What follows belongs to an exercise in optimizing a design on an open flow for small area; a production flow would make more cautious choices.
Function was checked by simulation only, so behaviour that the tests miss may differ from the original.
Power and IR drop assume default switching activity.

## sps30_link
module sps30_link (
    input  wire        clk,
    input  wire        rst,        
    input  wire        op_valid,
    input  wire [11:0] op,
    input  wire [7:0]  raddr,
    output reg  [7:0]  rdata
);
For scale: roughly 2200 cells after synthesis, ~770 flip-flops, roughly 31 I/O pins, about 31000 um2 of cells after synthesis.
clock: 55.0 ns
lec_check: 0
cap_margin: 20
core_margin: 2
core_utilization: 40
slew_margin: 20
synth_hierarchical: 1
standard.sh (not shown) runs the stock make flow with config.mk's settings and CLKGATE_MAP_FILE= SYNTH_SCRIPT=/design/flow/synth_recipe.tcl, a recipe that flattens the netlist after the stock synthesis.
==> flow/flow/run.sh <==
#!/bin/bash
# The standard ORFS layout (bash standard.sh), with these changes:
#  * synthesis maps logic with flow/abc_area_map.script (ORFS's speed-script
#    mapping passes with the delay target relaxed, then area-recovery
#    mapping rounds, and without abc's buffering and gate sizing) in place
#    of ORFS's abc_speed.script, and leaves adders to abc (no ADDER_MAP_FILE);
#  * clock tree synthesis uses clkbuf_16 clusters and no dummy loads.
# Registers, floorplan, power grid, tap cells, port buffers, placement and
# routing are the standard flow's. Each tool's output goes to a log file in
# this folder (and ORFS's own per-step logs under orfs/logs).
set -euo pipefail
work="$PWD"
rm -rf "$work/scripts_area"
cp -r "$FLOW_HOME/scripts" "$work/scripts_area"
cp "$work/flow/abc_area_map.script" "$work/scripts_area/abc_speed.script"
bash "$work/standard.sh" \
    "SCRIPTS_DIR=$work/scripts_area" \
    "ADDER_MAP_FILE=" \
    "CTS_ARGS=-sink_clustering_enable -repair_clock_nets -sink_clustering_size 25 -sink_clustering_max_diameter 80 -buf_list sky130_fd_sc_hd__clkbuf_16 -dont_use_dummy_load" \
    finish > "$work/standard_flow.log" 2>&1
==> flow/flow/abc_area_map.script <==
strash
&get -n
&st
&dch
&nf -R 1000
&st
&syn2
&if -g -K 6
&synch2
&nf -R 1000
&st
&syn2
&if -g -K 6
&synch2
&nf -R 1000
&st
&syn2
&if -g -K 6
&synch2
&nf -R 1000
&st
&syn2
&if -g -K 6
&synch2
&nf -R 1000
&st
&syn2
&if -g -K 6
&synch2
&nf -R 1000
&put
&st
&dch -f
&nf -R 1000 -C 32 -F 8
&put
topo
The baseline completed without violations.
Next try:
--- a/flow/design.v
+++ b/flow/design.v
@@ -73,17 +73,17 @@
     reg [7:0]  fr_sum;
     reg [7:0]  fr_buf [0:44];
     reg [2:0]  wr_state;
     reg [5:0]  wr_expect;
     reg [1:0]  wr_phase;
     reg [4:0]  wr_pairs;      
     reg        wr_d0z, wr_d1z;   
     reg [7:0]  wr_crc_t;         
-    reg [7:0]  wr_buf [0:39];
+    reg [7:0]  wr_sr [0:39];     
     wire wr_reading = (wr_state == WR_READING);
     wire [7:0] crc_in  = (opc == 4'h4) ? crc8_reg :
                          (wr_phase == 2'd0) ? 8'hFF : wr_crc_t;
     wire [7:0] crc_out = crc8_mix(crc_in ^ arg);
     always @(posedge clk) begin
         if (rst) begin
             chk_acc    <= 8'h00;
             crc8_reg   <= 8'hFF;
@@ -254,38 +254,37 @@
             if (wr_reading)
                 wr_state <= (wr_pairs == 5'd0) ? WR_ERR_NONE : WR_ERR_SHORT;
         end
     end
     wire wr_put = op_wr_byte && wr_reading && !wr_phase[1];
     always @(posedge clk)
         if (wr_put) wr_crc_t <= crc_out;
     integer wi;
-    always @(posedge clk) begin
-        for (wi = 0; wi < 20; wi = wi + 1)
-            if (wr_put && wr_pairs == wi) begin
-                if (!wr_phase[0]) wr_buf[2*wi]     <= arg;
-                else              wr_buf[2*wi + 1] <= arg;
-            end
-    end
-    wire       wr_dprev = (wr_state != WR_ERR_CRC) &&
-                          (raddr[0] ? (wr_phase == 2'd0 && !wr_d0z) : (wr_phase != 2'd2 && !wr_d1z));
-    wire [4:0] wr_dptr  = wr_pairs - {4'd0, wr_dprev};
+    always @(posedge clk)
+        if (wr_put) begin
+            wr_sr[0] <= arg;
+            for (wi = 1; wi < 40; wi = wi + 1)
+                wr_sr[wi] <= wr_sr[wi - 1];
+        end
+    wire       wr_crc_err = (wr_state == WR_ERR_CRC);
+    wire [5:0] wr_nbytes  = {wr_pairs, 1'b0} + (wr_crc_err ? 6'd2 : {4'd0, wr_phase});
+    wire [5:0] wr_pidx    = wr_nbytes - 6'd1 - raddr[5:0];
+    wire [7:0] wr_d0 = wr_d0z ? 8'h00 : (wr_phase == 2'd1) ? wr_sr[0] : wr_sr[1];
+    wire [7:0] wr_d1 = wr_d1z ? 8'h00 : (wr_phase == 2'd1) ? wr_sr[1] : wr_sr[0];
     wire       rd_req  = ~raddr[0];
     wire [4:0] m3_in   = rd_req ? wr_expect[5:1]
-                                : (wr_pairs + {4'd0, wr_state == WR_ERR_CRC});
+                                : (wr_pairs + {4'd0, wr_crc_err});
     wire [7:0] m3_out  = {2'b00, m3_in, 1'b0} + {3'b000, m3_in} +
                          {6'd0, rd_req ? 2'd0 : wr_phase};
     wire       fsel = (raddr[7:6] == 2'b01) || (raddr[7:2] == 6'b000101) ||
                       (raddr == 8'h18);
     wire [5:0] fidx = raddr[6] ? raddr[5:0] :
                       raddr[3] ? (fr_count - 6'd1) : {4'd0, raddr[1:0]};
-    wire       dsel = (raddr == 8'h25 && !wr_d0z) || (raddr == 8'h26 && !wr_d1z);
-    wire       wsel = (raddr[7:6] == 2'b10) || dsel;
-    wire [5:0] widx = raddr[7] ? raddr[5:0] : {wr_dptr, ~raddr[0]};
+    wire       wsel = (raddr[7:6] == 2'b10) && (raddr[5:3] < 3'd5);    
     reg  [7:0] ctl;
     always @(*) begin
         ctl = 8'h00;
         case (raddr)
             8'h00: ctl = chk_acc;
             8'h01: ctl = ~chk_acc;
             8'h02: ctl = crc8_reg;
             8'h03: ctl = crc8_reg;
@@ -297,32 +296,34 @@
             8'h09: ctl = {7'd0, ill_op};
             8'h10: ctl = {1'b0, fr_cause, fr_pend, fr_state};
             8'h11: ctl = {2'd0, fr_count};
             8'h12: ctl = fr_timer;
             8'h20: ctl = {2'd0, wr_phase, 1'b0, wr_state};
             8'h21: ctl = {2'd0, wr_expect};
             8'h22, 8'h23: ctl = m3_out;
             8'h24: ctl = {2'd0, wr_pairs, 1'b0};
+            8'h25: ctl = wr_d0;
+            8'h26: ctl = wr_d1;
             default: ctl = 8'h00;
         endcase
     end
     reg  [44:0]  fsel_oh;
     reg  [39:0]  wsel_oh;
     reg  [359:0] fr_flat;
     reg  [319:0] wr_flat;
     integer ri;
     always @(*) begin
         for (ri = 0; ri < 45; ri = ri + 1) begin
             fsel_oh[ri] = fsel && fidx == ri;
             fr_flat[8*ri +: 8] = fr_buf[ri];
         end
         for (ri = 0; ri < 40; ri = ri + 1) begin
-            wsel_oh[ri] = wsel && widx == ri;
-            wr_flat[8*ri +: 8] = wr_buf[ri];
+            wsel_oh[ri] = wsel && wr_pidx == ri;
+            wr_flat[8*ri +: 8] = wr_sr[ri];
         end
     end
     wire [7:0] buf_rd;
     sps30_link_rdplane #(.N(85)) u_rd (.sel({wsel_oh, fsel_oh}), .data({wr_flat, fr_flat}), .q(buf_rd));
     always @(*) rdata = ctl | buf_rd;
 endmodule
 module sps30_link_rdplane #(parameter N = 85) (
     input  wire [N-1:0]   sel,
Maximum frequency falls by 2.0%.
Design area stays flat.
Clock-buffer cell count shrinks by 1.
Combinational power drops by 23%.
Hold slack degrades by 0.041 ns.
Non-clock buffer count drops by 8.

## static timing again, ports no longer ideal
How much do the figures lean on ideal ports? The routed layouts below were timed once more, with nothing changed but the port constraints.
Step 1 sets driving cells, clkbuf_16 on the clock port and buf_2 on the other inputs (assumed; they add their load-dependent delay and slew).
Step 2, shift: input delay + t, output delay - t, t = (earliest + latest rising clock arrival at the registers) / 2. This alone moves slack from input paths to output paths.
a / b / c = ideal / step 1 / step 2; a / b = the first two.
run	t (ns)	setup WS [ns]	clock arrival spread, ns	worst data-port slew with drivers (ns)
the first run	0.653	26.465 / 26.440 / 26.440	0.061 / 0.061	0.04
the second run	0.652	25.872 / 25.850 / 25.850	0.078 / 0.077	0.22
After both steps setup and hold are still met in every run listed. The setup slack of the first run, which loses most, moves by -0.025 ns with the drivers and by -0.025 ns with both steps.
